Context: an optimization exercise on an open-source flow, tuned for small area, a short achievable clock period and few clock cycles per item. The choices shown serve that exercise and are no tape-out recipe.
Function was checked by simulation only, so behaviour that the tests miss may differ from the original.
Power and IR drop assume default switching activity.

==> flow/design.v <==
module picycle (
    input  wire         clk,
    input  wire         rst,           
    input  wire [63:0]  cmd,
    input  wire         cmd_valid,
    output wire         cmd_ready,
    output wire [31:0]  pwm_pulse,
    output reg          pwm_write,
    output wire [191:0] led,
    output wire [31:0]  seq_pos,
    output wire         seq_valid,
    output wire         seq_done,
    output wire         seq_dir,
    output wire [31:0]  seq_cycles,
    output wire         status_ill
);
    localparam [21:0] PULSE_LOWER = 22'd500000;
    localparam [20:0] BLINK_U     = 21'd1000000;    
    localparam [21:0] BLINK_2U    = 22'd2000000;
    wire [7:0]  opc = cmd[63:56];
    wire [7:0]  fn  = cmd[55:48];
    wire [15:0] rsv = cmd[47:32];
    wire [31:0] imm = cmd[31:0];
    wire rsv_ok   = (rsv == 16'd0);
    wire fn_zero  = (fn == 8'd0);
    wire fn_hi0   = (fn[7:1] == 7'd0);
    wire imm_zero = (imm == 32'd0);
    wire is_nop     = rsv_ok && opc == 8'h00 && fn_zero && imm_zero;
    wire is_act_tgt = rsv_ok && opc == 8'h10 && fn_zero;
    wire is_act_adv = rsv_ok && opc == 8'h11 && fn_zero && imm_zero;
    wire is_seq_cfg = rsv_ok && opc == 8'h20 && fn[7:3] == 5'd0;
    wire is_seq_rst = rsv_ok && opc == 8'h21 && fn_hi0 && imm_zero;
    wire is_seq_adv = rsv_ok && opc == 8'h22 && fn_hi0 && imm_zero;
    wire is_dsp_col = rsv_ok && opc == 8'h30 && fn_zero;
    wire is_dsp_blk = rsv_ok && opc == 8'h31 && fn_hi0;
    wire is_dsp_rnd = rsv_ok && opc == 8'h32 && fn_zero;
    wire is_dsp_adv = rsv_ok && opc == 8'h33 && fn_zero;
    wire is_legal   = is_nop | is_act_tgt | is_act_adv | is_seq_cfg | is_seq_rst |
                      is_seq_adv | is_dsp_col | is_dsp_blk | is_dsp_rnd | is_dsp_adv;
    reg  busy;
    assign cmd_ready = ~busy;
    wire take = cmd_valid & ~busy;
    reg pend_act;           
    reg pend_seq;           
    reg pend_c;             
    reg pend_dsp;           
    reg ill;
    assign status_ill = ill;
    reg  [7:0]  ang;           
    reg         a2p_pend;      
    reg  [21:0] act_cur;
    reg  [20:0] act_x;         
    reg         act_s;         
    reg  [15:0] q_r;           
    reg         q_up, q_big, q_none, q_ok;
    assign pwm_pulse = {10'd0, act_cur};
    function [7:0] clamp_ang;
        input [31:0] x;
        begin
            if (x[31] || x == 32'd0) clamp_ang = 8'd0;
            else if (x[30:8] != 23'd0 || x[7:0] >= 8'd180) clamp_ang = 8'd180;
            else clamp_ang = x[7:0];
        end
    endfunction
    function [21:0] a2p_th;
        input [3:0] h;
        begin
            a2p_th =
                ({22{h == 4'd0}} & 22'd500000) |
                ({22{h == 4'd1}} & 22'd677777) |
                ({22{h == 4'd2}} & 22'd855555) |
                ({22{h == 4'd3}} & 22'd1033333) |
                ({22{h == 4'd4}} & 22'd1211111) |
                ({22{h == 4'd5}} & 22'd1388888) |
                ({22{h == 4'd6}} & 22'd1566666) |
                ({22{h == 4'd7}} & 22'd1744444) |
                ({22{h == 4'd8}} & 22'd1922222) |
                ({22{h == 4'd9}} & 22'd2100000) |
                ({22{h == 4'd10}} & 22'd2277777) |
                ({22{h == 4'd11}} & 22'd2455555);
        end
    endfunction
    function [21:0] a2p_tl;
        input [3:0] l;
        begin
            a2p_tl =
                ({22{l == 4'd0}} & 22'd0) |
                ({22{l == 4'd1}} & 22'd11111) |
                ({22{l == 4'd2}} & 22'd22222) |
                ({22{l == 4'd3}} & 22'd33333) |
                ({22{l == 4'd4}} & 22'd44444) |
                ({22{l == 4'd5}} & 22'd55555) |
                ({22{l == 4'd6}} & 22'd66666) |
                ({22{l == 4'd7}} & 22'd77777) |
                ({22{l == 4'd8}} & 22'd88888) |
                ({22{l == 4'd9}} & 22'd100000) |
                ({22{l == 4'd10}} & 22'd111111) |
                ({22{l == 4'd11}} & 22'd122222) |
                ({22{l == 4'd12}} & 22'd133333) |
                ({22{l == 4'd13}} & 22'd144444) |
                ({22{l == 4'd14}} & 22'd155555) |
                ({22{l == 4'd15}} & 22'd166666);
        end
    endfunction
    function a2p_c;
        input [3:0] h;
        input [3:0] l;
        reg [3:0] rh, rl;
        begin
            case (h)
            4'd0: rh = 4'd0;  4'd1: rh = 4'd7;  4'd2: rh = 4'd5;  4'd3: rh = 4'd3;
            4'd4: rh = 4'd1;  4'd5: rh = 4'd8;  4'd6: rh = 4'd6;  4'd7: rh = 4'd4;
            4'd8: rh = 4'd2;  4'd9: rh = 4'd0;  4'd10: rh = 4'd7; default: rh = 4'd5;
            endcase
            rl = (l >= 4'd9) ? l - 4'd9 : l;
            a2p_c = ({1'b0, rh} + {1'b0, rl}) >= 5'd9;
        end
    endfunction
    wire        sgn_d  = act_s;
    wire [21:0] act_d  = {act_s, act_x ^ {21{act_s}}};
    wire        adv_ready = q_ok & ~a2p_pend;
    wire        do_adv    = adv_ready & ((take & is_act_adv) | pend_act);
    wire        adv_go    = do_adv & ~q_none;
    wire [21:0] adv_x     = q_big ? {6'd0, q_r} : 22'd2000;
    wire [21:0] cur_adv   = act_cur + (sgn_d ? ~adv_x : adv_x) + {21'd0, q_big ? (q_up ^ sgn_d) : sgn_d};
    wire [21:0] t_th = a2p_th(ang[7:4]);
    wire [21:0] t_tl = a2p_tl(ang[3:0]);
    wire [21:0] t_nc = ~act_cur;
    wire [21:0] csa_s = t_th ^ t_tl ^ t_nc;
    wire [21:0] csa_c = {(t_th[20:0] & t_tl[20:0]) | (t_th[20:0] & t_nc[20:0]) | (t_tl[20:0] & t_nc[20:0]),
                         a2p_c(ang[7:4], ang[3:0])};
    wire [21:0] dd_a  = a2p_pend ? csa_s : act_d;
    wire [21:0] dd_b  = a2p_pend ? csa_c : (sgn_d ? adv_x : ~adv_x);
    wire        dd_ci = a2p_pend ? 1'b1 : (sgn_d ? (q_big & q_up) : (q_big ? ~q_up : 1'b1));
    wire [21:0] d_new = dd_a + dd_b + {21'd0, dd_ci};
    wire [20:0] qx     = act_x;
    wire        qc2    = &qx[1:0];
    wire        qc5    = &qx[4:0];
    wire        qc10   = &qx[9:0];
    wire        qc12   = &qx[11:0];
    wire        qc15   = &qx[14:0];
    wire [5:0]  q_k6   = !sgn_d ? 6'd5 : qc15 ? 6'd37 : qc12 ? 6'd36 : qc10 ? 6'd35 :
                         qc5 ? 6'd34 : qc2 ? 6'd35 : 6'd36;
    localparam [26:0] Q_C0 = 27'd131530755;    
    wire [26:0] qt1 = {1'b0, qx, 5'd0};
    wire [26:0] qt2 = {6'd0, ~qx};
    wire [26:0] qt3 = {8'd0, ~qx[20:2]};
    wire [26:0] qt4 = {11'd0, ~qx[20:5]};
    wire [26:0] qt5 = {16'd0, qx[20:10]};
    wire [26:0] qt6 = {18'd0, qx[20:12]};
    wire [26:0] qt7 = {21'd0, qx[20:15]};
    wire [26:0] qt8 = {Q_C0[26:6], q_k6};
    wire [26:0] qs1 = qt1 ^ qt2 ^ qt3;
    wire [26:0] qc1 = {(qt1[25:0] & qt2[25:0]) | (qt1[25:0] & qt3[25:0]) | (qt2[25:0] & qt3[25:0]), 1'b0};
    wire [26:0] qs2 = qt4 ^ qt5 ^ qt6;
    wire [26:0] qc2v = {(qt4[25:0] & qt5[25:0]) | (qt4[25:0] & qt6[25:0]) | (qt5[25:0] & qt6[25:0]), 1'b0};
    wire [26:0] qs3 = qs1 ^ qc1 ^ qs2;
    wire [26:0] qc3 = {(qs1[25:0] & qc1[25:0]) | (qs1[25:0] & qs2[25:0]) | (qc1[25:0] & qs2[25:0]), 1'b0};
    wire [26:0] qs4 = qc2v ^ qt7 ^ qt8;
    wire [26:0] qc4 = {(qc2v[25:0] & qt7[25:0]) | (qc2v[25:0] & qt8[25:0]) | (qt7[25:0] & qt8[25:0]), 1'b0};
    wire [26:0] qs5 = qs3 ^ qc3 ^ qs4;
    wire [26:0] qc5v = {(qs3[25:0] & qc3[25:0]) | (qs3[25:0] & qs4[25:0]) | (qc3[25:0] & qs4[25:0]), 1'b0};
    wire [26:0] qs6 = qs5 ^ qc5v ^ qc4;
    wire [26:0] qc6 = {(qs5[25:0] & qc5v[25:0]) | (qs5[25:0] & qc4[25:0]) | (qc5v[25:0] & qc4[25:0]), 1'b0};
    wire [26:0] q_prod = qs6 + qc6;
    wire        q_half = q_prod[9];
    wire        q_tie  = q_half && q_prod[8:3] == 6'd0;
    reg  [31:0] cfg_l, cfg_u, cfg_t, cfg_n;
    reg  [31:0] sl, su, st, sn;
    reg  [34:0] rn;            
    reg  [34:0] gn;            
    reg  [32:0] qm;            
    reg  [31:0] rm;            
    reg         sneg;          
    reg  [5:0]  dcnt;
    reg  [2:0]  sph;
    reg         rcu, rcd;      
    localparam [2:0] P_DIFF = 3'd0, P_NEG = 3'd1, P_DIV = 3'd2, P_S1 = 3'd3,
                     P_S2 = 3'd4, P_S3 = 3'd5, P_READY = 3'd6;
    reg  [31:0] cyc;
    reg         dir, done, valid, esc;
    assign seq_pos    = rn[31:0];
    assign seq_valid  = valid;
    assign seq_done   = done;
    assign seq_dir    = dir;
    assign seq_cycles = cyc;
    wire        s_neg  = sneg;
    wire        r_odd  = rn[0] ^ qm[0];         
    wire        rm_z   = (rm == 32'd0);
    wire [34:0] st2    = {2'b00, st, 1'b0};
    wire [32:0] qm_e   = (rcd & ~s_neg) | (rcu & s_neg) ? {qm[32:1], 1'b0} : qm;
    reg  [34:0] sx, sy;
    reg         sc;
    always @(*) begin
        sx = 35'd0; sy = 35'd0; sc = 1'b0;
        case (sph)
        P_DIFF: begin sx = {{3{cfg_u[31]}}, cfg_u}; sy = ~{{3{cfg_l[31]}}, cfg_l}; sc = 1'b1; end
        P_NEG:  begin sx = {{3{sl[31]}}, sl}; sy = ~{{3{su[31]}}, su}; sc = 1'b1; end
        P_DIV:  begin sx = {2'b00, rm, qm[32]}; sy = ~{3'b000, st}; sc = 1'b1; end
        P_S1:   begin sx = gn; sy = s_neg ? ~{2'b00, rm, 1'b0} : {2'b00, rm, 1'b0}; sc = s_neg; end
        P_S2:   begin sx = gn; sy = s_neg ? st2 : ~st2; sc = ~s_neg; end
        default: begin
            sx = rn;
            sy = s_neg ? ~{2'b00, qm_e} : {2'b00, qm_e};
            sc = s_neg ? (rcu | ~rcd) : rcu;
        end
        endcase
    end
    wire [34:0] ss = sx + sy + {34'd0, sc};
    wire        dv_skip = rm_z && (qm[32:25] == 8'd0) && (dcnt >= 6'd8);
    wire        gn_lo   = (gn == ~st2);            
    wire        gn_m1   = (gn == {35{1'b1}});
    wire        s2_up   = ~s_neg & (~gn[34] | (gn_m1 & r_odd));
    wire        s2_lo   = ~s_neg & rm_z & gn_lo & r_odd;
    wire        s2_dn   = s_neg & ss[34] & ~(gn_lo & ~r_odd);
    wire        s2_hi   = s_neg & rm_z & gn_m1 & r_odd;
    reg         f_hu, f_hl, f_in, f_ce;
    reg  [7:0]  f_ang;
    always @(posedge clk) begin
        if (sph == P_S3) begin
            f_hu  <= ss == {{3{su[31]}}, su};
            f_hl  <= ss == {{3{sl[31]}}, sl};
            f_in  <= (ss[34:31] == 4'b0000) || (ss[34:31] == 4'b1111);
            f_ang <= clamp_ang(ss[31:0]);
        end
        f_ce <= (cyc_inc == sn);
    end
    wire        hit_u   = ~esc & f_hu;
    wire        hit_l   = ~esc & f_hl;
    wire        r_in    = f_in;
    wire [31:0] cyc_inc = cyc + 32'd1;
    wire        cyc_end = f_ce;
    wire        seq_ready = (sph == P_READY);
    wire        do_seq  = seq_ready & ((take & is_seq_adv & ~done) | pend_seq);
    wire        seq_c   = pend_seq ? pend_c : fn[0];
    reg  [23:0] dsp_ncolor;    
    reg  [7:0]  dsp_value;
    reg         blk_en, blk_phase;
    reg  [20:0] dv;            
    reg         vfix;
    reg         vpend;         
    reg  [3:0]  vd;
    reg  [20:0] dfreq;         
    reg  [20:0] eg;            
    reg  [31:0] eimm;
    reg  [5:0]  ecnt;
    reg  [2:0]  eng;
    localparam [2:0] E_IDLE = 3'd0, E_BIT = 3'd1, E_A1 = 3'd2, E_A2 = 3'd3,
                     E_DBL = 3'd4, E_FRQ = 3'd5;
    wire shown = !blk_en || blk_phase;
    genvar gi;
    generate
        for (gi = 0; gi < 8; gi = gi + 1) begin : g_led
            assign led[24*gi +: 24] = ~(dsp_ncolor | {24{~(shown & dsp_value[gi])}});
        end
    endgenerate
    wire        f_small   = (dfreq <= 21'd66666);           
    wire        may_flip  = ({4'd0, dv} < {dfreq, 4'd0});    
    wire        imm_small = (imm[31:4] == 28'd0);
    wire        dsp_fast  = f_small & imm_small & (eng == E_IDLE);
    wire        v_run     = vpend & ~vfix;                  
    reg         e_big;         
    always @(posedge clk) e_big <= (eg > BLINK_U);
    wire        e_a1 = (eng == E_A1);
    wire [20:0] vr0 = vpend ? (dfreq & {21{vd[0]}}) : (e_a1 ? (e_big ? BLINK_U : eg) : eg);
    wire [20:0] vr1 = vpend ? ({dfreq[19:0], 1'b0} & {21{vd[1]}}) : (e_a1 ? 21'd0 : (21'd0 - BLINK_U));
    wire [20:0] vr2 = {dfreq[18:0], 2'b00} & {21{vpend & vd[2]}};
    wire [20:0] vr3 = {dfreq[17:0], 3'b000} & {21{vpend & vd[3]}};
    wire [20:0] va = ~vr0, vb = ~vr1, vc = ~vr2, ve = ~vr3;
    wire [20:0] vs1 = dv ^ va ^ vb;
    wire [20:0] vc1 = {(dv[19:0] & va[19:0]) | (dv[19:0] & vb[19:0]) | (va[19:0] & vb[19:0]), 1'b1};
    wire [20:0] vs2 = vs1 ^ vc1 ^ vc;
    wire [20:0] vc2 = {(vs1[19:0] & vc1[19:0]) | (vs1[19:0] & vc[19:0]) | (vc1[19:0] & vc[19:0]), 1'b1};
    wire [20:0] vs3 = vs2 ^ vc2 ^ ve;
    wire [20:0] vc3 = {(vs2[19:0] & vc2[19:0]) | (vs2[19:0] & ve[19:0]) | (vc2[19:0] & ve[19:0]), 1'b1};
    wire [20:0] vdiff = vs3 + vc3 + 21'd1;
    wire        vneg  = vdiff[20];
    wire [20:0] v_fixed = dv + BLINK_U;
    wire [21:0] eg2   = {eg, 1'b0} + {21'd0, (eng == E_FRQ) ? eimm[0] : 1'b0};
    wire [21:0] eg2m  = eg2 - BLINK_2U;
    wire [20:0] eg_dbl = eg2m[21] ? eg2[20:0] : eg2m[20:0];
    wire imm_f_fast = (imm[31:21] == 11'd0) && (imm[20:0] < BLINK_2U[20:0]);
    function [31:0] rev32;
        input [31:0] x;
        integer i;
        begin
            for (i = 0; i < 32; i = i + 1) rev32[i] = x[31 - i];
        end
    endfunction
    always @(posedge clk) begin
        if (do_seq) ang <= f_ang;
        else ang <= opc[0] ? clamp_ang(cfg_l) : clamp_ang(imm);
        if (!pend_seq) pend_c <= fn[0];
        if (!vpend || v_run) vd <= imm[3:0];
    end
    always @(posedge clk) begin
        if (sph == P_DIFF) begin
            qm   <= {ss[31:0], 1'b0};
            sl   <= cfg_l;
            su   <= cfg_u;
            st   <= cfg_t;
            sn   <= cfg_n;
            gn   <= ~{3'b000, cfg_t};
            rm   <= 32'd0;
            dcnt <= 6'd33;
        end else begin
            case (sph)
            P_NEG: qm <= {ss[31:0], 1'b0};
            P_DIV: begin
                if (dv_skip) begin
                    qm   <= {qm[24:0], 8'd0};
                    dcnt <= dcnt - 6'd8;
                end else begin
                    rm   <= ~ss[34] ? ss[31:0] : sx[31:0];
                    qm   <= {qm[31:0], ~ss[34]};
                    dcnt <= dcnt - 6'd1;
                end
            end
            P_S1: gn <= ss;
            P_S2: begin
                rcu <= s2_up | s2_hi;
                rcd <= s2_dn | s2_lo;
                if (s2_up || s2_dn) gn <= ss;
                else if (s2_lo) gn <= {35{1'b1}};
                else if (s2_hi) gn <= ~st2;
            end
            default: ;
            endcase
        end
    end
    always @(posedge clk) begin
        q_r    <= q_prod[25:10];
        q_up   <= q_half & ~(q_tie & ~q_prod[10]);
        q_big  <= sgn_d ? (qx >= 21'd66649) : (qx >= 21'd66650);
        q_none <= sgn_d ? (qx <= 21'd15) : (qx <= 21'd16);
    end
    always @(posedge clk) begin
        pwm_write <= 1'b0;
        if (rst) begin
            busy      <= 1'b0;
            pend_act  <= 1'b0;
            pend_seq  <= 1'b0;
            pend_dsp  <= 1'b0;
            ill       <= 1'b0;
            a2p_pend  <= 1'b0;
            act_cur   <= PULSE_LOWER;
            act_x     <= 21'd0;
            act_s     <= 1'b0;
            q_ok      <= 1'b0;
            cfg_l     <= 32'd0;
            cfg_u     <= 32'd0;
            cfg_t     <= 32'd1;
            cfg_n     <= 32'd0;
            sph       <= P_S1;
            rn        <= 35'd0;
            cyc       <= 32'd0;
            dir       <= 1'b0;
            done      <= 1'b1;
            valid     <= 1'b0;
            esc       <= 1'b0;
            dsp_ncolor <= 24'hffffff;
            dsp_value <= 8'd0;
            blk_en    <= 1'b0;
            blk_phase <= 1'b1;
            dv        <= BLINK_U - 21'd1;
            vfix      <= 1'b0;
            vpend     <= 1'b0;
            dfreq     <= 21'd1000;
            eng       <= E_IDLE;
        end else begin
            a2p_pend <= 1'b0;
            if (a2p_pend || adv_go) begin
                act_s <= d_new[21];
                act_x <= d_new[20:0] ^ {21{d_new[21]}};
            end
            q_ok   <= ~(a2p_pend | adv_go);
            if (do_adv) begin
                pend_act <= 1'b0;
                if (!q_none) begin
                    act_cur   <= cur_adv;
                    pwm_write <= 1'b1;
                end
            end
            case (sph)
            P_DIFF: begin
                sneg  <= ss[32];
                sph   <= ss[32] ? P_NEG : P_DIV;
            end
            P_NEG: sph <= P_DIV;
            P_DIV: begin
                if (dv_skip ? (dcnt == 6'd8) : (dcnt == 6'd1)) sph <= P_S1;
            end
            P_S1: sph <= P_S2;
            P_S2: sph <= P_S3;
            P_S3: sph <= P_READY;
            default: ;
            endcase
            if (do_seq) begin
                pend_seq <= 1'b0;
                rn       <= ss;
                valid    <= 1'b1;
                if (!r_in) esc <= 1'b1;
                if (hit_u || hit_l) begin
                    dir  <= ~dir;
                    sneg <= ~sneg;
                end
                if (hit_l) begin
                    cyc <= cyc_inc;
                    if (cyc_end) done <= 1'b1;
                end
                if (seq_c) begin
                    a2p_pend <= 1'b1;
                end
                sph <= P_S1;
            end
            vfix <= 1'b0;
            if (vfix) dv <= v_fixed;
            if (v_run) begin
                dv       <= vdiff;
                vfix     <= vneg;
                vpend    <= 1'b0;
                pend_dsp <= 1'b0;
                if (vneg) blk_phase <= ~blk_phase;
            end
            case (eng)
            E_IDLE: begin
                eimm <= opc[1] ? imm : rev32(imm);
                eg   <= opc[1] ? dfreq : 21'd0;
                ecnt <= 6'd32;
            end
            E_BIT: begin
                if (!vfix && !vpend) begin
                    if (eimm == 32'd0) eng <= E_IDLE;
                    else if (eimm[0]) eng <= E_A1;
                    else eng <= E_DBL;
                end
            end
            E_A1: begin
                if (!vfix) begin
                    dv   <= vdiff;
                    vfix <= vneg;
                    if (vneg) blk_phase <= ~blk_phase;
                    eng  <= e_big ? E_A2 : E_DBL;
                end
            end
            E_A2: begin
                if (!vfix) begin
                    dv   <= vdiff;
                    vfix <= vneg;
                    if (vneg) blk_phase <= ~blk_phase;
                    eng  <= E_DBL;
                end
            end
            E_DBL: begin
                eg   <= eg_dbl;
                eimm <= {1'b0, eimm[31:1]};
                eng  <= E_BIT;
            end
            E_FRQ: begin
                eg   <= eg_dbl;
                eimm <= {1'b0, eimm[31:1]};
                ecnt <= ecnt - 6'd1;
                if (ecnt == 6'd0) begin
                    dfreq <= eg;
                    eng   <= E_IDLE;
                end
            end
            default: ;
            endcase
            if (take) begin
                if (!is_legal) begin
                    ill <= 1'b1;
                end else if (is_act_tgt) begin
                    a2p_pend <= 1'b1;
                end else if (is_act_adv) begin
                    if (!adv_ready) pend_act <= 1'b1;
                end else if (is_seq_cfg) begin
                    case (fn[2:0])
                        3'd0: cfg_l <= imm;
                        3'd1: cfg_u <= imm;
                        3'd2: if (!imm_zero) cfg_t <= imm;
                        3'd3: cfg_n <= imm;
                        default: ;
                    endcase
                end else if (is_seq_rst) begin
                    sph     <= P_DIFF;
                    rn      <= {{3{cfg_l[31]}}, cfg_l};
                    dir     <= 1'b0;
                    cyc     <= 32'd0;
                    done    <= 1'b0;
                    valid   <= 1'b1;
                    esc     <= 1'b0;
                    if (fn[0]) begin
                        a2p_pend <= 1'b1;
                    end
                end else if (is_seq_adv) begin
                    if (done) valid <= 1'b0;
                    else if (!seq_ready) begin
                        pend_seq <= 1'b1;
                    end
                end else if (is_dsp_col) begin
                    if (imm[31:24] == 8'd0) dsp_ncolor <= ~imm[23:0];
                end else if (is_dsp_blk) begin
                    if (!fn[0]) begin
                        blk_en    <= 1'b0;
                        blk_phase <= 1'b1;
                        dv        <= BLINK_U - 21'd1;
                        vfix      <= 1'b0;
                        vpend     <= 1'b0;
                    end else if (!imm_zero) begin
                        if (!blk_en) begin
                            blk_phase <= 1'b1;
                            dv        <= BLINK_U - 21'd1;
                            vfix      <= 1'b0;
                            vpend     <= 1'b0;
                        end
                        blk_en <= 1'b1;
                        if (imm_f_fast) dfreq <= imm[20:0];
                        else eng <= E_FRQ;
                    end
                end else if (is_dsp_rnd) begin
                    if (!imm[31] && imm[30:8] == 23'd0) dsp_value <= imm[7:0];
                end else if (is_dsp_adv) begin
                    if (blk_en) begin
                        if (dsp_fast) begin
                            vpend <= 1'b1;
                            if (may_flip || vpend || vfix) pend_dsp <= 1'b1;
                        end else begin
                            eng  <= E_BIT;
                        end
                    end
                end
            end
            busy <= 1'b0;
            if (take && is_legal) begin
                if (is_act_adv && !adv_ready) busy <= 1'b1;
                if (is_seq_adv && !done && !seq_ready) busy <= 1'b1;
                if (is_dsp_blk && fn[0] && !imm_zero && !imm_f_fast) busy <= 1'b1;
                if (is_dsp_adv && blk_en && (!dsp_fast || may_flip || vpend || vfix)) busy <= 1'b1;
            end
            if (pend_act && !do_adv) busy <= 1'b1;
            if (pend_seq && !do_seq) busy <= 1'b1;
            if (pend_dsp && !v_run) busy <= 1'b1;
            if (eng == E_FRQ && ecnt != 6'd0) busy <= 1'b1;
            if (eng == E_A1 || eng == E_A2 || eng == E_DBL) busy <= 1'b1;
            if (eng == E_BIT && (vfix || vpend || eimm != 32'd0)) busy <= 1'b1;
        end
    end
endmodule
==> flow/flow/run.sh <==
#!/bin/bash
# The standard layout, with timing repair aimed at a larger setup margin.
set -euo pipefail
bash standard.sh SETUP_SLACK_MARGIN=7 finish > standard_flow.log 2>&1
==> flow/standard.sh <==
#!/bin/bash
# synth_recipe.tcl (not shown) runs the flow's synth.tcl, then flattens the netlist and writes it again
# the make line also repeats each setting of config.mk as NAME=value (left out here)
make -C /OpenROAD-flow-scripts/flow DESIGN_CONFIG=/design/flow/config.mk WORK_HOME=/design/flow/orfs CLKGATE_MAP_FILE= SYNTH_SCRIPT=/design/flow/synth_recipe.tcl "${@:-finish}"
==> flow/config.mk <==
export PLATFORM = sky130hd
export DESIGN_NAME = picycle
export DESIGN_NICKNAME = picycle
export VERILOG_FILES = /design/flow/design.v
export SDC_FILE = /design/flow/constraint.sdc
export NUM_CORES = 4
export LEC_CHECK = 0
export CAP_MARGIN = 20
export CORE_MARGIN = 2
export CORE_UTILIZATION = 55
export SETUP_SLACK_MARGIN = 5
export SLEW_MARGIN = 20
==> flow/constraint.sdc <==
create_clock -name core_clock -period 12.0 [get_ports {clk}]
set_input_delay 2.4000 -clock core_clock [delete_from_list [all_inputs] [get_ports {clk}]]
set_output_delay 2.4000 -clock core_clock [all_outputs]
set_load 0.01 [all_outputs]
==> reports/qor.yml, run 1 <==
num_rows: 107
gr-usage-met1_pct: 55.17
critPathMaxStageDelay_ns: 0.58
fin_skew_ns: 0.03752
cts.clk_slew.worst_paths_ns: 0.06
p_total_mw: 15.40
cp-end-kind: "flip-flop"
syn2layout_area_growth_pct: 25.53
grt_pass1_wl_mm: 292.6
outcome: "complete, no violations"
gr-usage-met3_pct: 10.96
clk_latency_ns: 0.68
period_share_pct: 46.61
synthCells: 5786
synth-seq-cells: 680
final_max_slew_viol_count: 0
start_util_pct: 55.74
final-instance-count-excl-fill: 7349
crit_required_ns: 12.51
crit_chain: "clkinvlp_4 > buf_12 > nand2_1 > buf_6 > nand2_1 > a31oi_2 > ha_4 > and3_4 > a221o_1 > a21oi_4 > buf_6 > a31oi_1 > mux2_2 > nor4bb_2 > nand4_1 > or4_1 > or4_4 > nor4b_2"
dp_hpwl_mm: 135.0
clock_sinks: 680
grt_setup_unrepaired: "yes"
h-tree-depth: 3
synthFlopType: "dfxtp_1"
grt_antenna_before_repair: 5
core_region_area_um2: 85550
vias: 48570
ant_nets: 0
fmax_mhz: 178.8
cts_buffer_depth: 3
route.detailed.wl_per_inst_um: 27.70
drive_above_1_share_pct: 14.59
drtIter0Drc: 7061
ys.warnings.count: 1
root_buffer: "clkbuf_16"
maxSlewHeadroom_pct: 17.30
use_met2_pct: 65.93
async_flop_share_pct: 0
peakVddDrop_uv: 820.8
nets: 6540
final_hold_viol_count: 0
cp-start-kind: "flip-flop"
finalSetupViolCount: 0
dp_cells: 6933
gr-total-overflow: 0
worstPathMaxFanout: 35
dieArea_um2: 89080
seq_area_frac_synth_pct: 34.26
min-delay-path-class: "flip-flop to flip-flop"
arrival_ns: 6.10
syn-cell-area_um2: 47690
p_leak_nw: 22.94
nFillCells: 6753
min-delay-start: "cfg_n[3]"
synth_edf_count: 272
finalCriticalPeriod_ns: 5.593
cts_made_buffers: 77
cts_tree: "built"
setup.worst_path.start: "sph[2]"
totalWireLength_mm: 203.6
place.port_buffers: 350
route.detailed.drc: 0
synth.avg_cell_area_um2: 8.242
ios: 361
setup.worst_path.class: "flip-flop to flip-flop"
fin_tns_setup_ns: 0
track_usage_pct: 43.29
synth.distinct_cells: 96
die_y_um: 298.5
crit_slowest_cell: "a31oi_2"
vias_per_cell: 6.609
place.gp.congestion: 1.049
grt_pass1_vias: 44780
dieWidth_um: 298.5
worstMarginPinSlew_ns: 1.229
reg_top3: "gn x35, rn x35, qm x33"
drt_first_pass_iters: 10
grt-busiest-layer: "met2"
grt_max_degree: 83
cap_violations: 0
power_density_nw_per_um2: 257.3
hold_buffers: 0
r2r_start: "sph[2]"
-- final cells by class --
type                            count  area [um^2]  area share, %
Multi-Input combinational cell   4351        30640          51.18
Sequential cell                   680        16420          27.43
Timing Repair Buffer              711         7562          12.63
Clock buffer                       97         2096          3.501
Tap cell                         1144         1431          2.391
Inverter                          316         1242          2.075
Clock inverter                     46        446.7         0.7462
Timing Repair inverter              1        16.27        0.02717
Antenna cell                        3        7.507        0.01254
-- placed cells by master (no fill, tap or decap), drive strengths merged, types with 153 or more instances in the layout --
master | netlist | final
o21ai | 325 | 325
ha | 206 | 206
a21oi | 418 | 418
nand2 | 813 | 814
edfxtp | 272 | 272
buf | 91 | 335
xor2 | 153 | 153
dfxtp | 408 | 408
nor2 | 604 | 604
clkdlybuf4s50 | 0 | 319
xnor2 | 228 | 228
inv | 313 | 319
-- cell families (layout without fill, tap and decap cells) --
family          after synthesis  in the layout  synth area share (%)
other cells                   1             13              0.007864
compound gates             1456           1456                 19.81
fa+ha+maj                   337            337                 10.86
flops                       680            680                 34.26
buf+inv                     771           1171                 6.423
xor+xnor                    387            387                 7.299
simple gates               2048           2055                 19.09
mux                         106            106                 2.254
-- cells in the mapped netlist, types with 15 or more instances --
| library cell | number | area, um^2 |
|---|---|---|
| nand3_1 | 110 | 550.5 |
| a21o_1 | 69 | 518.0 |
| inv_1 | 312 | 1171 |
| a21oi_1 | 417 | 2087 |
| o221ai_1 | 41 | 359.1 |
| o21ai_0 | 320 | 1602 |
| nor2b_1 | 42 | 262.8 |
| o22ai_1 | 15 | 93.84 |
| nand2_1 | 813 | 3052 |
| nand2b_1 | 42 | 262.8 |
| dfxtp_1 | 408 | 8168 |
| xor2_1 | 152 | 1331 |
| a31oi_1 | 51 | 319.1 |
| o21a_1 | 21 | 157.7 |
| fa_1 | 129 | 2582 |
| clkbuf_1 | 363 | 1363 |
| a221oi_1 | 41 | 359.1 |
| nand4_1 | 54 | 337.8 |
| edfxtp_1 | 272 | 8168 |
| mux2i_1 | 95 | 950.9 |
| nor3_1 | 115 | 575.6 |
| and3_1 | 60 | 375.4 |
| o211ai_1 | 96 | 720.7 |
| nor4_1 | 73 | 456.7 |
| ha_1 | 206 | 2577 |
| xnor2_1 | 228 | 1997 |
| nor2_1 | 604 | 2267 |
| a22oi_1 | 50 | 375.4 |
| or2_2 | 18 | 112.6 |
| or3_1 | 33 | 206.5 |
| buf_1 | 43 | 161.4 |
| and2_1 | 26 | 162.7 |
| a222oi_1 | 32 | 320.3 |
| a211oi_1 | 110 | 825.8 |
| buf_4 | 43 | 322.8 |
| a311oi_1 | 35 | 306.5 |
-- timing repair --
item,CTS,global route
resized for setup,378,257
endpoints found under the setup margin,599,531
buffers inserted,120,105
cloned,29,12
pin swaps,91,144
-- metrics by stage --
| stage | hold WS (ns) | util [%] | setup slack [ns] | area, um^2 |
|---|---|---|---|---|
| final | 0.4260 | 69.98 | 6.407 | 59860 |
| after global routing | 0.4373 | 69.97 | 6.413 | 59860 |
| after floorplan | 0.4081 | - | 6.599 | 48210 |
| after CTS | 0.4259 | 67.43 | 6.591 | 57680 |
| after detailed placement | 0.4146 | 60.61 | 4.735 | 51850 |
| after global placement | 0.4111 | 60.59 | 4.756 | 51830 |
-- power breakdown --
group	leakage, nW	internal (mW)	switching [mW]
Sequential	6.06	2.88	0.394
Clock	1.24	1.36	1.09
Combinational	15.6	3.72	5.95
Total	22.9	7.97	7.43
-- metal layers --
layer / routed length [um] / vias to the layer above / share of wire (%)
met2: 87930 / 3425 / 43
li1: - / 21110 / -
met3: 24720 / 929 / 12
met5: 39 / - / 0.019
met1: 74700 / 23100 / 37
met4: 16180 / 6 / 7.9
-- path summary, 6_finish.rpt --
kind | depth (start not counted) | slack, ns | end
worst min register to register | 0 | 0.43 | sn[3]
worst min-delay path | 0 | 0.43 | sn[3]
worst max register to register | 18 | 6.41 | f_hl
worst max-delay path | 18 | 6.41 | f_hl
-- worst max-delay path: cells and delay by family (launching register included) --
family	cells	cell delay, ns
AO/OA/AOI/OAI	4	1.30
adder cells (fa/ha/maj)	1	0.33
buffers and inverters	4	0.78
flip-flops	1	0.40
multiplexers	1	0.32
AND/OR/NAND/NOR	8	2.29
Testbench counts, summed over its fixed seeds: cycles 25,575, commands 24,000.
==> run 2, diff against run 1 <==
--- a/flow/design.v
+++ b/flow/design.v
@@ -174,6 +174,9 @@
     reg         sneg;          
     reg  [5:0]  dcnt;
     reg  [2:0]  sph;
+    reg  [6:0]  phx;           
+    wire        p_diff = phx[0], p_neg = phx[1], p_div = phx[2], p_s1 = phx[3],
+                p_s2 = phx[4], p_s3 = phx[5], p_rdy = phx[6];
     reg         rcu, rcd;      
     localparam [2:0] P_DIFF = 3'd0, P_NEG = 3'd1, P_DIV = 3'd2, P_S1 = 3'd3,
                      P_S2 = 3'd4, P_S3 = 3'd5, P_READY = 3'd6;
@@ -192,19 +195,19 @@
     reg  [34:0] sx, sy;
     reg         sc;
     always @(*) begin
-        sx = 35'd0; sy = 35'd0; sc = 1'b0;
-        case (sph)
-        P_DIFF: begin sx = {{3{cfg_u[31]}}, cfg_u}; sy = ~{{3{cfg_l[31]}}, cfg_l}; sc = 1'b1; end
-        P_NEG:  begin sx = {{3{sl[31]}}, sl}; sy = ~{{3{su[31]}}, su}; sc = 1'b1; end
-        P_DIV:  begin sx = {2'b00, rm, qm[32]}; sy = ~{3'b000, st}; sc = 1'b1; end
-        P_S1:   begin sx = gn; sy = s_neg ? ~{2'b00, rm, 1'b0} : {2'b00, rm, 1'b0}; sc = s_neg; end
-        P_S2:   begin sx = gn; sy = s_neg ? st2 : ~st2; sc = ~s_neg; end
-        default: begin
-            sx = rn;
-            sy = s_neg ? ~{2'b00, qm_e} : {2'b00, qm_e};
-            sc = s_neg ? (rcu | ~rcd) : rcu;
-        end
-        endcase
+        sx = ({35{p_diff}} & {{3{cfg_u[31]}}, cfg_u})
+           | ({35{p_neg}} & {{3{sl[31]}}, sl})
+           | ({35{p_div}} & {2'b00, rm, qm[32]})
+           | ({35{p_s1 | p_s2}} & gn)
+           | ({35{p_s3 | p_rdy}} & rn);
+        sy = ({35{p_diff}} & ~{{3{cfg_l[31]}}, cfg_l})
+           | ({35{p_neg}} & ~{{3{su[31]}}, su})
+           | ({35{p_div}} & ~{3'b000, st})
+           | ({35{p_s1}} & ({2'b00, rm, 1'b0} ^ {35{s_neg}}))
+           | ({35{p_s2}} & (st2 ^ {35{~s_neg}}))
+           | ({35{p_s3 | p_rdy}} & ({2'b00, qm_e} ^ {35{s_neg}}));
+        sc = p_diff | p_neg | p_div | (p_s1 & s_neg) | (p_s2 & ~s_neg)
+           | ((p_s3 | p_rdy) & (s_neg ? (rcu | ~rcd) : rcu));
     end
     wire [34:0] ss = sx + sy + {34'd0, sc};
     wire        dv_skip = rm_z && (qm[32:25] == 8'd0) && (dcnt >= 6'd8);
@@ -217,7 +220,7 @@
     reg         f_hu, f_hl, f_in, f_ce;
     reg  [7:0]  f_ang;
     always @(posedge clk) begin
-        if (sph == P_S3) begin
+        if (p_s3) begin
             f_hu  <= ss == {{3{su[31]}}, su};
             f_hl  <= ss == {{3{sl[31]}}, sl};
             f_in  <= (ss[34:31] == 4'b0000) || (ss[34:31] == 4'b1111);
@@ -230,7 +233,7 @@
     wire        r_in    = f_in;
     wire [31:0] cyc_inc = cyc + 32'd1;
     wire        cyc_end = f_ce;
-    wire        seq_ready = (sph == P_READY);
+    wire        seq_ready = p_rdy;
     wire        do_seq  = seq_ready & ((take & is_seq_adv & ~done) | pend_seq);
     wire        seq_c   = pend_seq ? pend_c : fn[0];
     reg  [23:0] dsp_ncolor;    
@@ -287,6 +290,26 @@
             for (i = 0; i < 32; i = i + 1) rev32[i] = x[31 - i];
         end
     endfunction
+    reg [2:0] sph_n;
+    always @(*) begin
+        sph_n = sph;
+        case (sph)
+        P_DIFF: sph_n = ss[32] ? P_NEG : P_DIV;
+        P_NEG:  sph_n = P_DIV;
+        P_DIV:  if (dv_skip ? (dcnt == 6'd8) : (dcnt == 6'd1)) sph_n = P_S1;
+        P_S1:   sph_n = P_S2;
+        P_S2:   sph_n = P_S3;
+        P_S3:   sph_n = P_READY;
+        default: ;
+        endcase
+        if (do_seq) sph_n = P_S1;
+        if (take && is_seq_rst) sph_n = P_DIFF;
+        if (rst) sph_n = P_S1;
+    end
+    always @(posedge clk) begin
+        sph <= sph_n;
+        phx <= 7'd1 << sph_n;
+    end
     always @(posedge clk) begin
         if (do_seq) ang <= f_ang;
         else ang <= opc[0] ? clamp_ang(cfg_l) : clamp_ang(imm);
@@ -294,7 +317,7 @@
         if (!vpend || v_run) vd <= imm[3:0];
     end
     always @(posedge clk) begin
-        if (sph == P_DIFF) begin
+        if (p_diff) begin
             qm   <= {ss[31:0], 1'b0};
             sl   <= cfg_l;
             su   <= cfg_u;
@@ -304,9 +327,9 @@
             rm   <= 32'd0;
             dcnt <= 6'd33;
         end else begin
-            case (sph)
-            P_NEG: qm <= {ss[31:0], 1'b0};
-            P_DIV: begin
+            case (1'b1)
+            p_neg: qm <= {ss[31:0], 1'b0};
+            p_div: begin
                 if (dv_skip) begin
                     qm   <= {qm[24:0], 8'd0};
                     dcnt <= dcnt - 6'd8;
@@ -316,8 +339,8 @@
                     dcnt <= dcnt - 6'd1;
                 end
             end
-            P_S1: gn <= ss;
-            P_S2: begin
+            p_s1: gn <= ss;
+            p_s2: begin
                 rcu <= s2_up | s2_hi;
                 rcd <= s2_dn | s2_lo;
                 if (s2_up || s2_dn) gn <= ss;
@@ -351,7 +374,6 @@
             cfg_u     <= 32'd0;
             cfg_t     <= 32'd1;
             cfg_n     <= 32'd0;
-            sph       <= P_S1;
             rn        <= 35'd0;
             cyc       <= 32'd0;
             dir       <= 1'b0;
@@ -381,20 +403,7 @@
                     pwm_write <= 1'b1;
                 end
             end
-            case (sph)
-            P_DIFF: begin
-                sneg  <= ss[32];
-                sph   <= ss[32] ? P_NEG : P_DIV;
-            end
-            P_NEG: sph <= P_DIV;
-            P_DIV: begin
-                if (dv_skip ? (dcnt == 6'd8) : (dcnt == 6'd1)) sph <= P_S1;
-            end
-            P_S1: sph <= P_S2;
-            P_S2: sph <= P_S3;
-            P_S3: sph <= P_READY;
-            default: ;
-            endcase
+            if (p_diff) sneg <= ss[32];
             if (do_seq) begin
                 pend_seq <= 1'b0;
                 rn       <= ss;
@@ -411,7 +420,6 @@
                 if (seq_c) begin
                     a2p_pend <= 1'b1;
                 end
-                sph <= P_S1;
             end
             vfix <= 1'b0;
             if (vfix) dv <= v_fixed;
@@ -483,7 +491,6 @@
                         default: ;
                     endcase
                 end else if (is_seq_rst) begin
-                    sph     <= P_DIFF;
                     rn      <= {{3{cfg_l[31]}}, cfg_l};
                     dir     <= 1'b0;
                     cyc     <= 32'd0;
==> reports/qor.yml, run 2 <==
maxSlewHeadroom_pct: 23.32  # +6.0 points
final_max_slew_viol_count: 0  # unchanged
critPathMaxStageDelay_ns: 0.52  # -0.06 ns
dieArea_um2: 89090  # about the same
gr-usage-met3_pct: 10.45  # -0.51 points
setup.worst_path.class: "flip-flop to flip-flop"
synth_edf_count: 272  # unchanged
min-delay-path-class: "flip-flop to flip-flop"
synth.top_cell.area_share_pct: 17.42  # +0.29 points
fin_ws_ns: 6.812  # +0.4055 ns
whs_endpoint: "sn[8]"
dieWidth_um: 298.5  # about the same
dp_slack_ns: 4.562  # -0.1726 ns
h-tree-depth: 3  # unchanged
yosysMostFrequentCell: "nand2_1"
p_seq_share_pct: 21.9  # +0.6 points
grt_setup_unrepaired: "yes"
root_buffer: "clkbuf_16"
yosysTopAreaCell: "dfxtp_1"
ios: 361  # unchanged
clock_sinks: 687  # +1.0%
power_switching_mw: 8.235  # +11%
cts_buffer_depth: 3  # unchanged
syn2layout_area_growth_pct: 22.06
grt_pass1_wl_mm: 278.2  # -4.9%
vias: 45880  # -5.6%
most-common-layout-cells: "723 x nand2_1, 533 x nor2_1, 378 x dfxtp_1"
r2r_start: "phx[2]"
route.detailed.wl_per_inst_um: 27.16  # -1.9%
cts_tree: "built"
synth.avg_cell_area_um2: 8.535  # +3.6%
num_rows: 107  # unchanged
nFillCells: 6938  # +2.7%
seq_area_frac_synth_pct: 34.55  # +0.29 points
clk_latency_ns: 0.70  # +0.02 ns
ant_nets: 0  # unchanged
p_int_mw: 7.987  # +0.22%
finalCriticalPeriod_ns: 5.188  # -0.4055 ns
final_util_pct: 68.05  # -1.9 points
crit_required_ns: 12.50  # about the same
gr-usage-met1_pct: 52.20  # -3.0 points
final_hold_viol_count: 0  # unchanged
synthTopCellsByArea: "dfxtp_1 17%, edfxtp_1 17%, nand2_1 5.8%"
start_util_pct: 55.75  # about the same
rrSetupSlack_ns: 6.81  # +0.41 ns
totalWireLength_mm: 192.1  # -5.6%
cp-end-kind: "flip-flop"
core_region_area_um2: 85550  # unchanged
async_flop_share_pct: 0  # unchanged
peakVddDrop_uv: 431.8  # -47%
dp_hpwl_mm: 133.0  # -1.4%
r2r-end: "f_ang[0]"
synthFlopType: "dfxtp_1"
worst_path_dominant_cell_family: "compound AO/OA/AOI/OAI gates"
multi_input_area_um2: 30150  # -1.6%
cts_made_buffers: 78  # +1.3%
grt_antenna_before_repair: 6  # +1
place.gp.congestion: 1.062  # +1.2%
grt_max_degree: 181  # +120%
hold_buffers: 0  # unchanged
route.detailed.drc: 0  # unchanged
p_total_mw: 16.22  # +5.3%
drt_first_pass_iters: 18  # +8
fin_tns_setup_ns: 0  # unchanged
vias_per_cell: 6.486  # -1.9%
ys.warnings.count: 1  # unchanged
drive_above_1_share_pct: 12.99  # -1.6 points
cts.clk_slew.worst_paths_ns: 0.06  # about the same
synth-seq-cells: 687  # +1.0%
nets: 6262  # -4.3%
finalSetupViolCount: 0  # unchanged
drtIter0Drc: 6422  # -9.0%
regArea_um2: 16570  # +0.92%
fin_skew_ns: 0.04989  # +0.01237 ns
cp_num_buf_inv: 4  # unchanged
cp-start-kind: "flip-flop"
grt-busiest-layer: "met2"
synthCells: 5588  # -3.4%
p_leak_nw: 22.26  # -3.0%
min_delay_path_depth: 0  # unchanged
fmax_mhz: 192.8  # +7.8%
die_y_um: 298.5  # about the same
power_density_nw_per_um2: 278.7  # +8.3%
min-delay-start: "cfg_n[8]"
pwr-share-comb_pct: 62.6  # -0.2 points
clockPowerShare_pct: 15.5  # -0.4 points
final_common_cell: "nand2_1"
syn-cell-area_um2: 47690  # about the same
track_usage_pct: 41.17  # -2.1 points
cap_violations: 0  # unchanged
timing.hold.ws_ns: 0.4241  # -0.001890 ns
synth.distinct_cells: 107  # +11%
grt_pass1_vias: 43210  # -3.5%
crit_slowest_cell: "or4_4"
reg2reg_depth: 18  # unchanged
arrival_ns: 5.69  # -0.41 ns
gr-total-overflow: 0  # unchanged
worstMarginPinSlew_ns: 1.146  # -0.08280 ns
place.port_buffers: 350  # unchanged
crit_chain: "buf_12 > clkinvlp_4 > buf_12 > o22ai_1 > a221oi_2 > nand2_1 > ha_4 > a21o_1 > a21o_1 > a2111oi_4 > nand3_4 > a31oi_4 > xor2_4 > nand4_1 > or4_4 > nor4_4 > buf_6 > nor4b_4"
period_share_pct: 43.23  # -3.4 points
use_met2_pct: 63.79  # -2.1 points
outcome: "complete, no violations"
worstPathMaxFanout: 32  # -8.6%
reg_top3: "gn x35, rn x35, qm x33"
synth_common_cells: "739 x nand2_1, 562 x nor2_1, 415 x dfxtp_1, 352 x inv_1, 344 x a21oi_1"
swShare_pct: 50.77  # +2.5 points
==> run 2: layer usage <==
layer / routed length, um / up-vias / part of all wire [%]
met5: 42 / - / 0.022
met4: 14300 / 6 / 7.4
met3: 22770 / 707 / 12
met2: 84030 / 3068 / 44
met1: 70990 / 21800 / 37
li1: - / 20300 / -
==> run 2: what timing repair did <==
action / 4_1_cts / 5_1_grt
resized for setup: 274 / 247
setup buffers: 88 / 52
pin swaps: 73 / 111
hold endpoints to repair: 0 / 0
cloned: 13 / 11
endpoints found under the setup margin: 540 / 261
==> run 2: cells by family after synthesis <==
family | after synthesis | synth area share (%)
other | 1 | 0.007863
AO/OA/AOI/OAI | 1276 | 18.15
buffers and inverters | 776 | 6.635
AND/OR/NAND/NOR | 1945 | 18.48
flip-flops | 687 | 34.55
multiplexers | 114 | 2.403
XOR/XNOR | 452 | 8.920
adder cells (fa/ha/maj) | 337 | 10.86
==> run 2: worst max path at each step <==
stage,cells after the start,endpoint,start,slack [ns]
finish,18,f_ang[0],phx[2],6.81
global route,17,f_ang[1],phx[0],6.73
CTS,19,f_ang[4],sneg,6.99
detailed placement,12,act_x[15],cmd[12],4.56
global placement,12,act_x[15],cmd[12],4.69
floorplan,17,f_ang[3],phx[0],6.70
==> run 2: final cells by class <==
type                            instances  area share [%]
Antenna cell                            3         0.01290
Clock buffer                          109           3.744
Clock inverter                         37          0.8210
Inverter                              356           2.319
Multi-Input combinational cell       4144           51.79
Sequential cell                       687           28.47
Tap cell                             1144           2.459
Timing Repair Buffer                  593           10.38
==> run 2: stage by stage <==
stage	instance area, um^2	instances
finish	58210	7073
global route	58210	7071
CTS	56480	7007
detailed placement	51810	6760
global placement	51800	6760
floorplan	48100	5597
==> run 2: power by group through the flow <==
stage	registers [mW]	logic, mW	clock network (mW)
2_1_floorplan	3.36	5.53	0
3_3_place_gp	3.58	8.19	0
4_1_cts	3.50	9.02	2.52
3_5_place_dp	3.57	8.18	0
6_report	3.55	10.1	2.52
5_1_grt	3.55	10.4	2.61
Testbench counts of run 2, summed over its fixed seeds: cycles 25,575, commands 24,000.
==> run 3, diff against run 2 <==
--- a/flow/config.mk
+++ b/flow/config.mk
@@ -7,6 +7,6 @@
 export LEC_CHECK = 0
 export CAP_MARGIN = 20
 export CORE_MARGIN = 2
-export CORE_UTILIZATION = 55
+export CORE_UTILIZATION = 60
 export SETUP_SLACK_MARGIN = 5
 export SLEW_MARGIN = 20
==> reports/qor.yml, run 3 <==
timing.hold.ws_ns: 0.4308  # +0.006670 ns
die_y_um: 285.9  # -4.2%
gr-usage-met3_pct: 13.19  # +2.7 points
arrival_ns: 5.79  # +0.10 ns
grt_pass1_wl_mm: 276.4  # -0.66%
cp-start-kind: "flip-flop"
h-tree-depth: 3  # unchanged
grt_max_degree: 136  # -25%
power_density_nw_per_um2: 285.1  # +2.3%
final_hold_viol_count: 0  # unchanged
synth.avg_cell_area_um2: 8.535  # unchanged
syn2layout_area_growth_pct: 23.71
dieArea_um2: 81760  # -8.2%
finalSetupViolCount: 0  # unchanged
grt_antenna_before_repair: 5  # -1
crit_slowest_cell: "or4_4"
gr-total-overflow: 0  # unchanged
drtIter0Drc: 7582  # +18%
grt-busiest-layer: "met2"
root_buffer: "clkbuf_16"
period_share_pct: 44.26  # +1.0 points
place.gp.congestion: 1.036  # -2.4%
synth.distinct_cells: 107  # unchanged
syn-cell-area_um2: 47690  # unchanged
route.detailed.drc: 0  # unchanged
place.port_buffers: 350  # unchanged
grt_pass1_vias: 43930  # +1.7%
yosys.area_share.simple_pct: 18.48  # unchanged
fin_skew_ns: 0.04799  # -0.001904 ns
cap_violations: 0  # unchanged
core_region_area_um2: 78870  # -7.8%
synthCells: 5588  # unchanged
crit_required_ns: 12.48  # -0.02 ns
num_rows: 103  # -3.7%
yosysTopAreaCell: "dfxtp_1"
synth-seq-cells: 687  # unchanged
final_common_cell: "nand2_1"
async_flop_share_pct: 0  # unchanged
maxSlewHeadroom_pct: 23.11  # -0.20 points
fmax_mhz: 188.3  # -2.3%
synth_compound_area_share_pct: 18.15  # unchanged
cp-end-kind: "flip-flop"
vias_per_cell: 6.705  # +3.4%
clock_sinks: 687  # unchanged
cts_buffer_depth: 3  # unchanged
synth_mux_area_share_pct: 2.403  # unchanged
cts_tree: "built"
gr-usage-met1_pct: 56.21  # +4.0 points
track_usage_pct: 44.72  # +3.5 points
finalCriticalPeriod_ns: 5.311  # +0.1230 ns
worstPathMaxFanout: 9  # -72%
dp_hpwl_mm: 130.4  # -1.9%
nets: 6300  # +0.61%
vias: 47040  # +2.5%
route.detailed.wl_per_inst_um: 27.51  # +1.3%
cts.clk_slew.worst_paths_ns: 0.06  # about the same
synth.top_cell.area_share_pct: 17.42  # unchanged
drive_above_1_share_pct: 14.02  # +1.0 points
start_util_pct: 60.47  # +4.7 points
p_leak_nw: 22.76  # +2.3%
ios: 361  # unchanged
most-common-layout-cells: "721 x nand2_1, 529 x nor2_1, 377 x dfxtp_1"
yosysMostFrequentCell: "nand2_1"
synth_edf_count: 272  # unchanged
fin_tns_setup_ns: 0  # unchanged
use_met2_pct: 67.64  # +3.9 points
reg_top3: "gn x35, rn x35, qm x33"
min-delay-path-class: "flip-flop to flip-flop"
synth-xor-area-share_pct: 8.920  # unchanged
synthTopCellsByArea: "dfxtp_1 17%, edfxtp_1 17%, nand2_1 5.8%"
cts_made_buffers: 78  # unchanged
ys.warnings.count: 1  # unchanged
totalWireLength_mm: 193.0  # +0.46%
setup.worst_path.class: "flip-flop to flip-flop"
critPathMaxStageDelay_ns: 0.55  # +0.03 ns
ant_nets: 0  # unchanged
peakVddDrop_uv: 349.3  # -19%
grt_setup_unrepaired: "yes"
crit_chain: "buf_12 > or2_4 > buf_4 > a22oi_1 > nand2_1 > ha_1 > a21o_1 > a21o_1 > a2111oi_4 > nand3_4 > and2_2 > xnor2_4 > nand4_2 > or4_4 > nor4_4 > buf_12 > nor4b_2"
outcome: "complete, no violations"
clk_latency_ns: 0.67  # -0.03 ns
seq_area_frac_synth_pct: 34.55  # unchanged
synth_common_cells: "739 x nand2_1, 562 x nor2_1, 415 x dfxtp_1, 352 x inv_1, 344 x a21oi_1"
yosys.area_share.adder_pct: 10.86  # unchanged
dieWidth_um: 285.9  # -4.2%
worstMarginPinSlew_ns: 1.149  # +0.003050 ns
synth_top_family_by_area: "simple AND/OR/NAND/NOR gates"
drt_first_pass_iters: 13  # -5
final_max_slew_viol_count: 0  # unchanged
synthFlopType: "dfxtp_1"
==> run 3: metal layers <==
| layer | wire length [um] | vias up | part of all wire, % |
|---|---|---|---|
| li1 | - | 20390 | - |
| met1 | 68530 | 22270 | 36 |
| met2 | 82350 | 3540 | 43 |
| met3 | 26430 | 842 | 14 |
| met4 | 15700 | 4 | 8.1 |
| met5 | 18 | - | 0.0093 |
==> run 3: worst paths after layout <==
path	start	to	slack [ns]	depth (start not counted)
setup / recovery	phx[4]	f_ang[3]	6.69	17
hold / removal	cfg_n[17]	sn[17]	0.43	0
setup reg to reg	phx[4]	f_ang[3]	6.69	17
hold reg to reg	cfg_n[17]	sn[17]	0.43	0
==> run 3: what timing repair did <==
action                                 4_1_cts  5_1_grt
cloned                                      19        8
setup buffers                               88       97
resized for setup                          317      275
pin swaps                                   72      140
hold buffers                                 0        0
setup endpoints to repair                  589      353
endpoints found under the hold margin        0        0
==> run 3: layout make-up <==
| class | instances | area (um^2) |
|---|---|---|
| well taps | 1050 | 1314 |
| fillers | 5760 | 19870 |
| clock inverters | 46 | 614.3 |
| diodes | 2 | 5.005 |
| multi-input cells | 4139 | 30390 |
| flip-flops and latches | 687 | 16580 |
| repair inverters | 1 | 7.507 |
| inverters | 356 | 1359 |
| clock buffers | 100 | 2106 |
| repair buffers | 635 | 6626 |
==> run 3: power breakdown <==
| part | switching, mW | internal [mW] |
|---|---|---|
| Clock | 1.10 | 1.46 |
| Sequential | 0.528 | 3.03 |
| Combinational | 6.88 | 3.82 |
==> run 3: cells by family (layout without fill, tap and decap cells) <==
logic type	after synthesis	after routing
flip-flops	687	687
AND/OR/NAND/NOR	1945	1947
other	1	12
buffers and inverters	776	1138
adder cells (fa/ha/maj)	337	337
AO/OA/AOI/OAI	1276	1279
multiplexers	114	114
XOR/XNOR	452	452
==> run 3: critical path, delay by kind of cell, from the launching register on <==
kind                       cells  cell delay (ns)
and+or+nand+nor                8             2.25
adders and majority gates      1             0.42
DFF                            1             0.35
buffers and inverters          3             0.52
AOI/OAI and AO/OA              4             1.23
xor gates and xnor gates       1             0.33
==> run 3: per-stage QoR <==
| step | std cells | setup slack, ns | utilization, % | area, um^2 | total power [mW] |
|---|---|---|---|---|---|
| 2_1_floorplan | 5597 | 6.698 | - | 48100 | 8.895 |
| 3_3_place_gp | 6656 | 4.830 | 65.45 | 51620 | 11.71 |
| 3_5_place_dp | 6656 | 4.694 | 65.46 | 51630 | 11.72 |
| 4_1_cts | 6909 | 6.913 | 72.02 | 56800 | 15.30 |
| 5_1_grt | 7014 | 6.601 | 74.80 | 58990 | 17.09 |
| 6_report | 7016 | 6.689 | 74.80 | 59000 | 16.82 |
==> run 4, diff against run 3 <==
==> flow/flow/run.sh (replaced) <==
#!/bin/bash
# The standard layout, with timing repair aimed at a larger setup margin.
set -euo pipefail
bash standard.sh SETUP_SLACK_MARGIN=6 finish > standard_flow.log 2>&1
--- a/flow/config.mk
+++ b/flow/config.mk
@@ -7,6 +7,6 @@
 export LEC_CHECK = 0
 export CAP_MARGIN = 20
 export CORE_MARGIN = 2
-export CORE_UTILIZATION = 60
+export CORE_UTILIZATION = 55
 export SETUP_SLACK_MARGIN = 5
 export SLEW_MARGIN = 20
==> reports/qor.yml, run 4 <==
regArea_um2: 16500  # -0.51%
arrival_ns: 6.43  # +0.64 ns
multi_input_area_um2: 28460  # -6.3%
core_region_area_um2: 85550  # +8.5%
route.detailed.wl_per_inst_um: 25.91  # -5.8%
yosys.area_share.simple_pct: 18.48  # unchanged
synthFlopType: "dfxtp_1"
dieWidth_um: 298.5  # +4.4%
min_delay_path_depth: 0  # unchanged
place_area_um2: 51580  # about the same
root_buffer: "clkbuf_16"
synth-seq-cells: 687  # unchanged
num_rows: 107  # +3.9%
grt_antenna_before_repair: 0  # -5
nFillCells: 7399  # +28%
cts_made_buffers: 79  # +1.3%
grt_max_degree: 108  # -21%
async_flop_share_pct: 0  # unchanged
dp_cells: 6757  # +1.5%
reg_top3: "gn x35, rn x35, qm x33"
synth_top_family_by_area: "simple AND/OR/NAND/NOR gates"
r2r-end: "f_ang[1]"
drt_first_pass_iters: 10  # -3
dp_slack_ns: 4.205  # -0.4890 ns
power_density_nw_per_um2: 277.6  # -2.6%
drtIter0Drc: 6365  # -16%
cts_tree: "built"
synth.avg_cell_area_um2: 8.535  # unchanged
synth.top_cell.area_share_pct: 17.42  # unchanged
syn2layout_area_growth_pct: 15.07
seq_area_frac_synth_pct: 34.55  # unchanged
synth-xor-area-share_pct: 8.920  # unchanged
synth.distinct_cells: 107  # unchanged
totalWireLength_mm: 179.5  # -7.0%
synth_compound_area_share_pct: 18.15  # unchanged
yosysMostFrequentCell: "nand2_1"
outcome: "complete, no violations"
final_common_cell: "nand2_1"
gr-total-overflow: 0  # unchanged
maxSlewHeadroom_pct: 23.51  # +0.39 points
dieArea_um2: 89090  # +9.0%
synth_common_cells: "739 x nand2_1, 562 x nor2_1, 415 x dfxtp_1, 352 x inv_1, 344 x a21oi_1"
route.detailed.drc: 0  # unchanged
fin_area_um2: 54880  # -7.0%
finalCriticalPeriod_ns: 5.956  # +0.6451 ns
ys.warnings.count: 1  # unchanged
cts_buffer_depth: 3  # unchanged
vias_per_cell: 6.393  # -4.7%
fin_skew_ns: 0.04542  # -0.002563 ns
synthTopCellsByArea: "dfxtp_1 17%, edfxtp_1 17%, nand2_1 5.8%"
die_y_um: 298.5  # +4.4%
most-common-layout-cells: "738 x nand2_1, 551 x nor2_1, 403 x dfxtp_1"
yosys.area_share.adder_pct: 10.86  # unchanged
fin_tns_setup_ns: 0  # unchanged
worstPathMaxFanout: 40  # +31
p_leak_nw: 20.87  # -8.3%
final_max_slew_viol_count: 0  # unchanged
h-tree-depth: 3  # unchanged
track_usage_pct: 38.80  # -5.9 points
min-delay-start: "cfg_n[13]"
p_total_mw: 15.24  # -9.4%
drive_above_1_share_pct: 6.379  # -7.6 points
cp-start-kind: "flip-flop"
finalSetupViolCount: 0  # unchanged
r2r_start: "phx[3]"
start_util_pct: 55.75  # -4.7 points
fin_ws_ns: 6.044  # -0.6451 ns
grt_setup_unrepaired: "yes"
setup.worst_path.class: "flip-flop to flip-flop"
crit_required_ns: 12.47  # about the same
final_hold_viol_count: 0  # unchanged
cap_violations: 0  # unchanged
dp_hpwl_mm: 132.1  # +1.2%
reg2reg_depth: 20  # +3
clock_sinks: 687  # unchanged
nets: 6120  # -2.9%
fmax_mhz: 167.9  # -11%
period_share_pct: 49.63  # +5.4 points
place.gp.congestion: 1.063  # +2.6%
n_antenna_cell: 0  # -2
clk_latency_ns: 0.67  # about the same
final-instance-count-excl-fill: 6929  # -1.2%
yosysTopAreaCell: "dfxtp_1"
synth_edf_count: 272  # unchanged
place.port_buffers: 350  # unchanged
cp-end-kind: "flip-flop"
cts.clk_slew.worst_paths_ns: 0.06  # about the same
peakVddDrop_uv: 538.5  # +54%
worstMarginPinSlew_ns: 1.146  # -0.003581 ns
grt_pass1_vias: 41480  # -5.6%
ant_nets: 0  # unchanged
vias: 44300  # -5.8%
ios: 361  # unchanged
min-delay-path-class: "flip-flop to flip-flop"
synth_mux_area_share_pct: 2.403  # unchanged
synthCells: 5588  # unchanged
grt_pass1_wl_mm: 263.8  # -4.5%
whs_endpoint: "sn[13]"
syn-cell-area_um2: 47690  # unchanged
rrSetupSlack_ns: 6.04  # -0.65 ns
## run 4: cell counts after synthesis
Identical to the previous run, type by type.
## run 4: per-layer routing
metal | routed length, um | global-route usage, %
met5 | 0 | 0
met2 | 79260 | 60.41
met3 | 19630 | 8.215
met4 | 11250 | 19.63
met1 | 69370 | 51.07
## run 4: report_power, final
group          leakage (nW)  internal, mW  switching [mW]
Sequential             5.92          3.03           0.516
Combinational          13.6          3.04            6.08
Clock                  1.35          1.47            1.10
Total                  20.9          7.54            7.70
## run 4: logic make-up (layout without fill, tap and decap cells)
logic type | after synthesis | in the layout
adder cells (fa/ha/maj) | 337 | 337
AND/OR/NAND/NOR | 1945 | 1947
flip-flops | 687 | 687
multiplexers | 114 | 114
other | 1 | 10
buffers and inverters | 776 | 962
XOR/XNOR | 452 | 452
AO/OA/AOI/OAI | 1276 | 1276
## run 4: stage by stage
step | hold slack, ns | util [%]
final | 0.4270 | 64.15
after detailed placement | 0.4197 | 60.30
after global routing | 0.4304 | 64.15
after CTS | 0.4319 | 63.74
after global placement | 0.4132 | 60.30
after floorplan | 0.4081 | -
## run 4: area by class of cell
type	instances	share of cell area (%)
repair buffers	458	8.023
multi-input cells	4136	51.85
inverters	356	2.435
clock buffers	115	4.282
clock inverters	33	0.7432
well taps	1144	2.608
flip-flops and latches	687	30.06
## run 4: worst max-delay path, stage by stage, from the launching register on
cell       delay, ns
dfxtp_1         0.30
clkbuf_8        0.29
or2_4           0.40
buf_4           0.26
a22oi_1         0.17
nand2_1         0.12
fa_1            0.49
fa_2            0.49
a211o_1         0.36
a2111oi_4       0.37
buf_4           0.19
o2111ai_2       0.22
a31oi_4         0.27
o21ai_2         0.10
a21oi_2         0.16
xnor2_1         0.08
buf_4           0.18
or4_4           0.50
nor4_4          0.26
buf_4           0.22
nor4b_1         0.26
## run 4: worst max path at each step
stage | slack (ns) | cells after the start | start | end
2_1_floorplan | 6.34 | 18 | phx[0] | f_ang[3]
3_3_place_gp | 4.35 | 11 | cmd[27] | act_x[15]
3_5_place_dp | 4.20 | 11 | cmd[27] | act_x[15]
4_1_cts | 6.01 | 19 | phx[3] | f_ang[1]
5_1_grt | 5.98 | 20 | phx[3] | f_ang[0]
6_report | 6.04 | 20 | phx[3] | f_ang[1]
## run 4: repair_timing
action	4_1_cts	5_1_grt
pin swaps	3	12
setup buffers	4	16
gates resized for setup	28	56
hold buffers	0	0
setup endpoints to repair	152	123
cloned	0	4
==> run 5, diff against run 4 <==
==> flow/flow/run.sh (replaced) <==
#!/bin/bash
# The standard layout, with timing repair aimed at a larger setup margin.
set -euo pipefail
bash standard.sh SETUP_SLACK_MARGIN=7.5 finish > standard_flow.log 2>&1
==> reports/qor.yml, run 5 <==
timing.hold.ws_ns: 0.4255  # -0.001558 ns
route.detailed.drc: 0  # unchanged
syn-cell-area_um2: 47690  # unchanged
cp-end-kind: "flip-flop"
synthCells: 5588  # unchanged
cts_tree: "built"
synth.distinct_cells: 107  # unchanged
gr-total-overflow: 0  # unchanged
arrival_ns: 5.64  # -0.79 ns
critPathCapture: "f_hl"
r2r-end: "f_hl"
grt_pass1_vias: 45210  # +9.0%
grt_pass1_wl_mm: 300.1  # +14%
ant_nets: 0  # unchanged
r2r_start: "phx[3]"
drtIter0Drc: 6827  # +7.3%
cap_violations: 0  # unchanged
core_region_area_um2: 85550  # unchanged
place.gp.congestion: 1.058  # -0.39%
most-common-layout-cells: "696 x nand2_1, 458 x nor2_1, 368 x dfxtp_1"
track_usage_pct: 44.95  # +6.2 points
grt_antenna_before_repair: 10  # +10
final_common_cell: "nand2_1"
synth_edf_count: 272  # unchanged
h-tree-depth: 3  # unchanged
final_max_slew_viol_count: 0  # unchanged
vias: 49100  # +11%
fmax_mhz: 193.1  # +15%
outcome: "complete, no violations"
grt_setup_unrepaired: "yes"
synth_common_cells: "739 x nand2_1, 562 x nor2_1, 415 x dfxtp_1, 352 x inv_1, 344 x a21oi_1"
p_leak_nw: 25.05  # +20%
dp_cells: 6754  # -0.044%
setup.worst_path.class: "flip-flop to flip-flop"
finalCriticalPeriod_ns: 5.180  # -0.7760 ns
synth.avg_cell_area_um2: 8.535  # unchanged
syn2layout_area_growth_pct: 32.37
dp_hpwl_mm: 134.2  # +1.6%
final_hold_viol_count: 0  # unchanged
ys.warnings.count: 1  # unchanged
seq_area_frac_synth_pct: 34.55  # unchanged
grt_max_degree: 147  # +36%
cp-start-kind: "flip-flop"
root_buffer: "clkbuf_16"
cts_made_buffers: 80  # +1.3%
synth.top_cell.area_share_pct: 17.42  # unchanged
maxSlewHeadroom_pct: 23.56  # +0.055 points
synthFlopType: "dfxtp_1"
yosysTopAreaCell: "dfxtp_1"
clock_sinks: 687  # unchanged
period_share_pct: 43.16  # -6.5 points
yosysMostFrequentCell: "nand2_1"
min-delay-path-class: "flip-flop to flip-flop"
worstMarginPinSlew_ns: 1.144  # -0.002026 ns
die_y_um: 298.5  # unchanged
dieArea_um2: 89090  # unchanged
setup.worst_path.start: "phx[3]"
totalWireLength_mm: 217.6  # +21%
fin_tns_setup_ns: 0  # unchanged
crit_required_ns: 12.46  # about the same
power_density_nw_per_um2: 301.0  # +8.4%
finalSetupViolCount: 0  # unchanged
route.detailed.wl_per_inst_um: 29.76  # +15%
reg2reg_depth: 17  # -15%
min_delay_path_depth: 0  # unchanged
fin_skew_ns: 0.04442  # -0.001005 ns
reg_top3: "gn x35, rn x35, qm x33"
cts_buffer_depth: 3  # unchanged
place.port_buffers: 350  # unchanged
drt_first_pass_iters: 13  # +3
clk_latency_ns: 0.69  # +0.02 ns
## run 5: final cells by class
cell class | instances | area (um^2)
multi-input cells | 4160 | 32690
fillers | 6251 | 22420
flip-flops and latches | 687 | 16600
repair buffers | 808 | 8248
clock buffers | 110 | 2237
well taps | 1144 | 1431
inverters | 356 | 1388
clock inverters | 40 | 513.0
diodes | 5 | 12.51
repair inverters | 1 | 7.507
## run 5: worst min-delay path by stage
stage / startpoint / to
global route: cfg_n[22] / sn[22]
floorplan: cfg_n[0] / sn[0]
global placement: cfg_n[18] / sn[18]
CTS: cfg_n[6] / sn[6]
finish: cfg_n[6] / sn[6]
detailed placement: cfg_n[1] / sn[1]
## run 5: metrics by stage
step                worst slack (ns)  area [um^2]  total power, mW  util [%]
global placement               5.208        52480            12.04     61.35
floorplan                      6.698        49310            9.192         -
finish                         6.820        63130            19.00     73.80
global route                   6.735        63120            19.14     73.79
CTS                            7.019        60320            16.71     70.51
detailed placement             5.131        52510            12.00     61.38
## run 5: what timing repair did
action / 4_1_cts / 5_1_grt
setup endpoints to repair: 701 / 486
gates cloned: 42 / 22
pin swaps: 237 / 205
setup buffers: 231 / 107
resized for setup: 976 / 556
## run 5: power breakdown
part,leakage (nW),switching [mW],internal (mW)
Sequential,5.94,0.543,3.02
Combinational,17.8,8.02,4.82
Clock,1.33,1.14,1.46
## run 5: logic make-up after synthesis
group	Yosys count	share of synthesized area [%]
AO/OA/AOI/OAI	1276	18.15
XOR/XNOR	452	8.920
adder cells (fa/ha/maj)	337	10.86
buffers and inverters	776	6.635
flip-flops	687	34.55
multiplexers	114	2.403
other	1	0.007863
AND/OR/NAND/NOR	1945	18.48
## run 5: layer usage
layer / vias up / wire (um) / track usage, %
met4: 14 / 18910 / 28.32
met5: - / 105 / 0
met3: 1050 / 30130 / 12.88
li1: 20830 / - / -
met2: 3849 / 93240 / 68.19
met1: 23350 / 75170 / 56.38
## run 5: worst max-delay path, stage by stage, from the launching register on
cell and delay, ns:
dfxtp_2 0.42, or2_4 0.32, buf_12 0.14, a22oi_1 0.15, nand2_1 0.14, fa_2 0.42, fa_2 0.45, buf_4 0.17
xor2_1 0.17, xnor2_1 0.45, o311ai_1 0.34, nor4b_2 0.39, nand4_1 0.21, nor4_2 0.25, o2111ai_1 0.25, nor4_1 0.22
nand4b_1 0.21, a2111oi_2 0.28
